Background: an optimization exercise with open tools, aiming at small area, a short achievable clock period and few clock cycles per item. Do not read the settings as production practice.
Where RTL was checked, it was by simulation tests only, not by an equivalence proof against the original.

// ubc_codec
module ubc_codec (
    input  wire        clk,
    input  wire        rst,
    input  wire        enc_start,
    input  wire        enc_in_valid,
    input  wire        enc_in_end,
    input  wire [7:0]  enc_in_data,
    output wire        enc_in_ready,
    output wire        enc_out_valid,
    output wire [20:0] enc_out_data,
    input  wire        enc_out_ready,
    output wire [1:0]  enc_phase,
    output wire [31:0] enc_in_count,
    output wire [31:0] enc_out_count,
    input  wire        dec_start,
    input  wire        dec_mode,
    input  wire        dec_in_valid,
    input  wire        dec_in_end,
    input  wire [20:0] dec_in_data,
    output wire        dec_in_ready,
    output wire        dec_out_valid,
    output wire [7:0]  dec_out_data,
    input  wire        dec_out_ready,
    output wire [1:0]  dec_phase,
    output wire [31:0] dec_idx,
    output wire [31:0] dec_out_count,
    output wire [1:0]  dec_err_kind,
    output wire [31:0] dec_err_idx,
    output wire [6:0]  dec_err_sel
);
==> module ubc_enc, before the edit <==
module ubc_enc (
    input  wire        clk,
    input  wire        rst,
    input  wire        start,
    input  wire        in_valid,
    input  wire        in_end,
    input  wire [7:0]  in_data,
    output wire        in_ready,
    output wire        out_valid,
    output wire [20:0] out_data,
    input  wire        out_ready,
    output wire [1:0]  phase,
    output wire [31:0] in_count,
    output wire [31:0] out_count
);
    localparam [1:0] IDLE = 2'd0, BUSY = 2'd1, DONE = 2'd2;
    reg [1:0]  ph;
    reg        ending;        
    reg [1:0]  wcnt;          
    reg        tail;          
    reg        run;           
    reg        rfirst;        
    reg        rpend;         
    reg [7:0]  w0, w1;
    reg [11:0] rc;
    reg        ov;
    reg [15:0] od;
    reg        hv, he;        
    reg [7:0]  hd;
    reg        rdy;           
    reg [31:0] in_cnt, out_cnt;
    function [15:0] u8(input [7:0] b);
        u8 = {8'h04, b};
    endfunction
    function [15:0] u12(input [11:0] n);
        u12 = {8'h4E + {4'd0, n[11:8]}, n[7:0]};
    endfunction
    function [15:0] apack(input [7:0] a, input [7:0] b);
        apack = {8'h5E + {2'd0, a[6], b[6], a[5:2]}, a[1:0], b[5:0]};
    endfunction
    wire busy   = (ph == BUSY);
    wire oflow  = !ov || out_ready;                   
    wire take   = in_valid && in_ready;
    wire xv     = hv || take;                         
    wire xe     = hv ? he : in_end;
    wire [7:0] xd = hv ? hd : in_data;
    wire flush  = busy && ending && !hv && (wcnt != 2'd0 || rpend);
    wire go     = (xv || flush) && oflow;
    wire fend   = xe || flush;                        
    wire newtx  = start && !busy;
    assign in_ready  = rdy;
    assign out_valid = ov;
    assign out_data  = {5'd0, od};
    assign phase     = ph;
    assign in_count  = in_cnt;
    assign out_count = out_cnt;
    wire eq0    = (xd == w0);
    wire eq1    = (xd == w1);
    wire asc    = !w0[7] && !w1[7];
    wire full   = !run && !tail && wcnt == 2'd2;      
    wire runon  = eq0 && rc != 12'd4095;
    wire runst  = eq1 && w0 == w1;
    reg [15:0] s;
    always @(*) begin
        if (run)
            s = rfirst ? u8(w0) : u12(rc);
        else if (rpend)
            s = u12(12'd3);
        else if (tail)
            s = u12({w0[3:0], w1});
        else if (wcnt == 2'd2 && asc)
            s = apack(w0, w1);
        else if (wcnt == 2'd2 && !fend)
            s = u12({w0, w1[7:4]});
        else
            s = u8(w0);
    end
    reg        emit, n_run, n_first, n_pend, n_tail;
    reg [1:0]  n_wcnt;
    always @(*) begin
        n_first = 1'b0;
        n_pend  = 1'b0;
        if (fend) begin
            emit    = run || rpend || tail || wcnt != 2'd0;
            n_run   = 1'b0;
            n_pend  = run && rfirst;
            n_tail  = 1'b0;
            n_wcnt  = rpend ? wcnt : ((full && !asc) ? 2'd1 : 2'd0);
        end else if (run) begin
            emit    = rfirst || !runon;
            n_run   = runon;
            n_pend  = rfirst && !runon;
            n_tail  = 1'b0;
            n_wcnt  = 2'd1;
        end else if (tail) begin
            emit    = 1'b1;
            n_run   = 1'b0;
            n_tail  = 1'b0;
            n_wcnt  = 2'd1;
        end else if (wcnt != 2'd2) begin
            emit    = rpend;
            n_run   = 1'b0;
            n_tail  = 1'b0;
            n_wcnt  = wcnt + 2'd1;
        end else begin
            emit    = !runst;
            n_run   = runst;
            n_first = 1'b1;
            n_tail  = !runst && !asc;
            n_wcnt  = runst ? 2'd0 : (asc ? 2'd1 : 2'd2);
        end
    end
    wire       ov_n     = (ov && !out_ready) || (go && emit);
    wire       hv_n     = take ? !oflow : (hv && !oflow);
    wire       ending_n = ending || (take && in_end);
    wire       e_emit   = run || rpend || tail || wcnt != 2'd0;
    wire       fin_n    = go ? (fend && !e_emit)
                             : (ending && !hv && wcnt == 2'd0 && !rpend && !(ov && !out_ready));
    always @(posedge clk) begin
        if (rst) begin
            ph  <= IDLE;
            ov  <= 1'b0;
            hv  <= 1'b0;
            rdy <= 1'b0;
        end else if (newtx) begin
            rdy    <= 1'b1;
            ph     <= BUSY;
            ending <= 1'b0;
            wcnt   <= 2'd0;
            tail   <= 1'b0;
            run    <= 1'b0;
            rpend  <= 1'b0;
            hv     <= 1'b0;
            ov     <= 1'b0;
        end else begin
            ov     <= ov_n;
            hv     <= hv_n;
            ending <= ending_n;
            rdy    <= busy && !ending_n && !hv_n;
            if (busy && fin_n)
                ph <= DONE;
            if (go) begin
                run    <= n_run;
                rfirst <= n_first;
                rpend  <= n_pend;
                tail <= n_tail;
                wcnt <= n_wcnt;
            end
        end
    end
    always @(posedge clk) begin
        if (!hv) begin
            he <= in_end;
            hd <= in_data;
        end
        if (go) begin
            od <= s;
            w1 <= xd;
            if (wcnt != 2'd1 || run || tail)
                w0 <= (full && !asc) ? w1 : xd;
            rc <= run ? rc + 12'd1 : 12'd3;
        end
    end
    reg inc_o, inc_i;
    always @(posedge clk) begin
        inc_o   <= go && emit && !newtx;
        inc_i   <= take && !in_end;
        in_cnt  <= newtx ? 32'd0 : in_cnt + {31'd0, inc_i};
        out_cnt <= newtx ? 32'd0 : out_cnt + {31'd0, inc_o};
    end
endmodule
export LEC_CHECK = 0
export ABC_CLOCK_PERIOD_IN_PS = 2500
export CAP_MARGIN = 20
export CORE_MARGIN = 2
export CORE_UTILIZATION = 40
export CTS_BUF_LIST = sky130_fd_sc_hd__clkbuf_8
export CTS_CLUSTER_DIAMETER = 50
export CTS_CLUSTER_SIZE = 16
export SETUP_SLACK_MARGIN = 3.5
export SLEW_MARGIN = 20
create_clock -name core_clock -period 6.0 [get_ports {clk}]
standard.sh (not shown) runs the stock make flow with config.mk's settings and CLKGATE_MAP_FILE= SYNTH_SCRIPT=/design/flow/synth_recipe.tcl, a recipe that flattens the netlist after the stock synthesis.
==> flow/flow/run.sh <==
#!/bin/bash
# Standard layout, with plain buf_1 cells as the port buffers.
set -euo pipefail
export BUFFER_PORTS_ARGS="-buffer_cell sky130_fd_sc_hd__buf_1"
bash standard.sh > standard_flow.log 2>&1
Change:
--- a/flow/design.v
+++ b/flow/design.v
@@ -21,8 +21,9 @@
     reg        run;           
     reg        rfirst;        
     reg        rpend;         
     reg [7:0]  w0, w1;
+    reg        e1;            
     reg [11:0] rc;
     reg        ov;
     reg [15:0] od;
     reg        hv, he;        
@@ -53,14 +54,14 @@
     assign out_data  = {5'd0, od};
     assign phase     = ph;
     assign in_count  = in_cnt;
     assign out_count = out_cnt;
-    wire eq0    = (xd == w0);
-    wire eq1    = (xd == w1);
+    wire [7:0] prev = (run || wcnt == 2'd1) ? w0 : w1;
+    wire eqp    = (xd == prev);
     wire asc    = !w0[7] && !w1[7];
     wire full   = !run && !tail && wcnt == 2'd2;      
-    wire runon  = eq0 && rc != 12'd4095;
-    wire runst  = eq1 && w0 == w1;
+    wire runon  = eqp && rc != 12'd4095;
+    wire runst  = eqp && e1;
     reg [15:0] s;
     always @(*) begin
         if (run)
             s = rfirst ? u8(w0) : u12(rc);
@@ -155,8 +156,9 @@
         end
         if (go) begin
             od <= s;
             w1 <= xd;
+            e1 <= eqp;
             if (wcnt != 2'd1 || run || tail)
                 w0 <= (full && !asc) ? w1 : xd;
             rc <= run ? rc + 12'd1 : 12'd3;
         end
Effect: Die area grows by 0.60%. Clock-buffer cell count went up by 1. Utilization falls by 0.37 points. Synthesized cell count came out higher by 0.57%. Routed wire length went down by 1.7%. Via count fell by 0.49%. Sequential share of layout area goes up by 0.37 points. Global-route usage drops by 0.34 points. Worst setup slack is better by 0.088 ns.
Testbench counts after the change, summed over its fixed seeds: cycles 35,192, items 65,871.
Function not checked in the first run of this note: the RTL went through the layout flow alone.


before:
Another version of the RTL of ubc_codec (not shown whole).
For scale: ~1400 cells after synthesis, roughly 290 flip-flops, about 250 I/O pins, roughly 0.014 mm2 of cells after synthesis.
==> flow/config.mk <==
export PLATFORM = sky130hd
export DESIGN_NAME = ubc_codec
export DESIGN_NICKNAME = ubc_codec
export VERILOG_FILES = /design/flow/design.v
export SDC_FILE = /design/flow/constraint.sdc
export NUM_CORES = 4
export LEC_CHECK = 0
export ABC_CLOCK_PERIOD_IN_PS = 2500
export CAP_MARGIN = 20
export CORE_MARGIN = 2
export CORE_UTILIZATION = 40
export CTS_BUF_LIST = sky130_fd_sc_hd__clkbuf_8
export CTS_CLUSTER_DIAMETER = 50
export CTS_CLUSTER_SIZE = 16
export SETUP_SLACK_MARGIN = 3.4
export SLEW_MARGIN = 20
==> flow/constraint.sdc <==
create_clock -name core_clock -period 6.0 [get_ports {clk}]
set_input_delay 1.2000 -clock core_clock [delete_from_list [all_inputs] [get_ports {clk}]]
set_output_delay 1.2000 -clock core_clock [all_outputs]
set_load 0.01 [all_outputs]
Scripts as last shown in full above: flow/flow/run.sh
Testbench counts of before, summed over its fixed seeds: cycles 35,192, items 65,871.
Setup changes, before to after
-- flow/design.v --
<<< before, line 160
            od <= s;
            w1 <= xd;
            if (full && !asc)
                w0 <= w1;
            else if (!fend && (wcnt != 2'd1 || run || tail))
                w0 <= xd;
            if (!fend)
                rc <= run ? rc + 12'd1 : 12'd3;
        end
    end
>>> after, line 160
            od <= s;
            w1 <= xd;
            if (wcnt != 2'd1 || run || tail)
                w0 <= (full && !asc) ? w1 : xd;
            rc <= run ? rc + 12'd1 : 12'd3;
        end
    end
<<< before, line 252
    wire pair_p2 = pc == C_U8 && fc == C_U8;
    wire pair_ok = pair_t3 || pair_rn || pair_p2;
    wire tok     = dat && (pv ? pair_ok : fc == C_A) || lone && pc == C_U8;
    reg [1:0] st_n;
    reg       em_n;
    always @(*) begin
        st_n = st;
        em_n = em && !(xfer && plast);
        if (newtx) begin
            st_n = BUSY;
            em_n = 1'b0;
        end else if (st == IDLE || st == DONE) begin
        end else begin
            if (tok)
                em_n = !cmode && !(dat && pair_rn && fp[11:0] == 12'd0);
            if (dat && pv && !pair_ok)
                st_n = DRAIN;
            if (ending && !fv && !em && !addp && !oc0 && !oc1)
                st_n = DONE;
        end
    end
    wire ending_n = newtx ? 1'b0 : (ending || (take && in_end));
    wire fv_n     = newtx ? 1'b0 : (take || (fv && !pgo));
    always @(posedge clk) begin
        if (rst) begin
>>> after, line 249
    wire pair_p2 = pc == C_U8 && fc == C_U8;
    wire pair_ok = pair_t3 || pair_rn || pair_p2;
    wire f_dat = act && !fe && !flb;
    wire f_tok = f_dat && (pv ? pair_ok : fc == C_A) || act && fe && pv && pc == C_U8;
    wire f_em  = !cmode && f_tok && !(f_dat && pair_rn && fp[11:0] == 12'd0);
    wire f_err = f_dat && pv && !pair_ok;
    wire tok   = pgo && f_tok;
    wire fin   = ending && !fv && !em && !addp && !oc0 && !oc1;
    wire       busy_n   = newtx || ((st == BUSY || st == DRAIN) && !fin);
    wire [1:0] st_n     = newtx ? BUSY : ((st == BUSY || st == DRAIN) ?
                          (fin ? DONE : ((pgo && f_err) ? DRAIN : st)) : st);
    wire       em_n     = !newtx && (pgo ? f_em : (em && !(out_ready && plast)));
    wire       ending_n = newtx ? 1'b0 : (ending || (take && in_end));
    wire       fv_n     = newtx ? 1'b0 : (take || (fv && !pgo));
    always @(posedge clk) begin
        if (rst) begin
<<< before, line 283
            em  <= em_n;
            fv  <= fv_n;
            rdy <= (st_n == BUSY || st_n == DRAIN) && !ending_n && (!fv_n || !em_n);
        end
    end
>>> after, line 271
            em  <= em_n;
            fv  <= fv_n;
            rdy <= busy_n && !ending_n && (!fv_n || !em_n);
        end
    end
<<< before, line 312
            c1   <= (fc == C_A) ? {1'b1, fp[13:12]} : {1'b0, fc};
        end
        if (dat && !pv) begin
            pidx <= idx_inc;
            pc   <= fc;
        end else if (pgo && fe && act && !(pv && pc != C_U8)) begin
            pidx <= 32'd0;
            pc   <= 2'd0;
>>> after, line 300
            c1   <= (fc == C_A) ? {1'b1, fp[13:12]} : {1'b0, fc};
        end
        if (fv && f_dat && !pv) begin
            pidx <= idx_inc;
            pc   <= fc;
        end else if (fv && fe && act && !(pv && pc != C_U8)) begin
            pidx <= 32'd0;
            pc   <= 2'd0;
Utilization: after vs before — no meaningful difference. after and before ended up with nearly the same post-synthesis xor/xnor area fraction. after vs before — routing usage on met1 dropped 0.39 points. Highest metal layer with signal wires = met4: after; highest metal layer with signal wires = met5: before. Min count of clock-buffer cells in the layout across after and before: after. Compare after and before | post-cts sizing count higher: before. Shortest period the worst path allows ends up lower on after.
Testbench counts of after, summed over its fixed seeds: cycles 35,192, items 65,871.


RTL: one of the versions met above, not the one the previous note started from.
Size: roughly 290 flip-flops, ~250 I/O pins.
clock: 6.0 ns
lec_check: 0
abc_clock_period_in_ps: 2500
cap_margin: 20
core_margin: 2
core_utilization: 40
cts_buf_list: sky130_fd_sc_hd__clkbuf_8
cts_cluster_diameter: 50
cts_cluster_size: 16
setup_slack_margin: 3.4
slew_margin: 20
Scripts as last shown in full above: flow/flow/run.sh
Testbench counts at the start, summed over its fixed seeds: cycles 35,192, items 65,871.
==> next run, changes <==
--- a/flow/design.v
+++ b/flow/design.v
@@ -19,18 +19,18 @@
     reg [1:0]  wcnt;          
     reg        tail;          
     reg        run;           
     reg        rfirst;        
     reg        rpend;         
     reg [7:0]  w0, w1;
-    reg        e1;            
     reg [11:0] rc;
     reg        ov;
     reg [15:0] od;
     reg        hv, he;        
     reg [7:0]  hd;
+    reg        heq0, heq1;    
     reg        rdy;           
     reg [31:0] in_cnt, out_cnt;
     function [15:0] u8(input [7:0] b);
         u8 = {8'h04, b};
     endfunction
     function [15:0] u12(input [11:0] n);
@@ -52,18 +52,18 @@
     assign in_ready  = rdy;
     assign out_valid = ov;
     assign out_data  = {5'd0, od};
     assign phase     = ph;
     assign in_count  = in_cnt;
     assign out_count = out_cnt;
-    wire [7:0] prev = (run || wcnt == 2'd1) ? w0 : w1;
-    wire eqp    = (xd == prev);
+    wire eq0    = hv ? heq0 : (in_data == w0);
+    wire eq1    = hv ? heq1 : (in_data == w1);
     wire asc    = !w0[7] && !w1[7];
     wire full   = !run && !tail && wcnt == 2'd2;      
-    wire runon  = eqp && rc != 12'd4095;
-    wire runst  = eqp && e1;
+    wire runon  = eq0 && rc != 12'd4095;
+    wire runst  = eq1 && w0 == w1;
     reg [15:0] s;
     always @(*) begin
         if (run)
             s = rfirst ? u8(w0) : u12(rc);
         else if (rpend)
             s = u12(12'd3);
@@ -148,19 +148,20 @@
                 wcnt <= n_wcnt;
             end
         end
     end
     always @(posedge clk) begin
         if (!hv) begin
-            he <= in_end;
-            hd <= in_data;
+            he   <= in_end;
+            hd   <= in_data;
+            heq0 <= (in_data == w0);
+            heq1 <= (in_data == w1);
         end
         if (go) begin
             od <= s;
             w1 <= xd;
-            e1 <= eqp;
             if (wcnt != 2'd1 || run || tail)
                 w0 <= (full && !asc) ? w1 : xd;
             rc <= run ? rc + 12'd1 : 12'd3;
         end
     end
     reg inc_o, inc_i;
@@ -295,16 +296,16 @@
         end else if (lone && pc != C_U8) begin
             kind <= 2'd2;
         end else if (dat && pv && !pair_ok) begin
             kind <= 2'd1;
             c1   <= (fc == C_A) ? {1'b1, fp[13:12]} : {1'b0, fc};
         end
-        if (fv && f_dat && !pv) begin
+        if (dat && !pv) begin
             pidx <= idx_inc;
             pc   <= fc;
-        end else if (fv && fe && act && !(pv && pc != C_U8)) begin
+        end else if (pgo && fe && act && !(pv && pc != C_U8)) begin
             pidx <= 32'd0;
             pc   <= 2'd0;
         end
         if (dat && !pv)
             P[11:4] <= (fc == C_A) ? {1'b0, fp[13], fp[11:6]} :
                        ((fc == C_U8) ? fp[7:0] : fp[11:4]);
Effect: The new run went through all stages and came out clean; first-iteration DRC count went up by 4.3%; final cell count went down by 0.33%; register-to-register slack got worse by 0.07 ns; clock-buffer cell count went down by 3; sequential share of layout area went down by 0.60 points; routed wire length went up by 2.6%; setup slack got worse by 0.12 ns.
No functional check of the RTL was part of the second run of this note.

## what the ideal ports hide
The results above use ideal ports. As a check the final layouts listed here were re-extracted and re-timed, cells and wires unchanged. Step 1 (the two cells are an assumption about what drives the block):
set clk [get_ports {clk}]
set_driving_cell -lib_cell sky130_fd_sc_hd__clkbuf_16 $clk
set_driving_cell -lib_cell sky130_fd_sc_hd__buf_2 [delete_from_list [all_inputs] $clk]
Step 2 times the ports against the registers' clock, not the clock port: input delays grow and output delays shrink by t, the midpoint of the rising clock arrivals with the driver on. a / b / c = no drivers / after step 1 / after step 2; a / b = the first two.
| run | t (ns) | setup WS [ns] | hold slack, ns |
|---|---|---|---|
| the first run of note 1 | 0.621 | 3.498 / 3.521 / 2.899 | 0.483 / 0.483 / 0.483 |
| the second run of note 1 | 0.573 | 3.587 / 3.542 / 3.050 | 0.467 / 0.467 / 0.467 |
| before | 0.583 | 3.540 / 3.480 / 2.897 | 0.461 / 0.461 / 0.461 |
| after | 0.579 | 3.552 / 3.514 / 2.995 | 0.456 / 0.456 / 0.456 |
| the first run of note 3 | 0.578 | 3.574 / 3.538 / 3.016 | 0.474 / 0.474 / 0.474 |
| the second run of note 3 | 0.605 | 3.452 / 3.476 / 2.872 | 0.455 / 0.455 / 0.455 |
After both steps setup and hold are still met in every run listed. For before, which loses most, drivers alone change the setup slack by -0.060 ns; drivers and shift together by -0.643 ns.
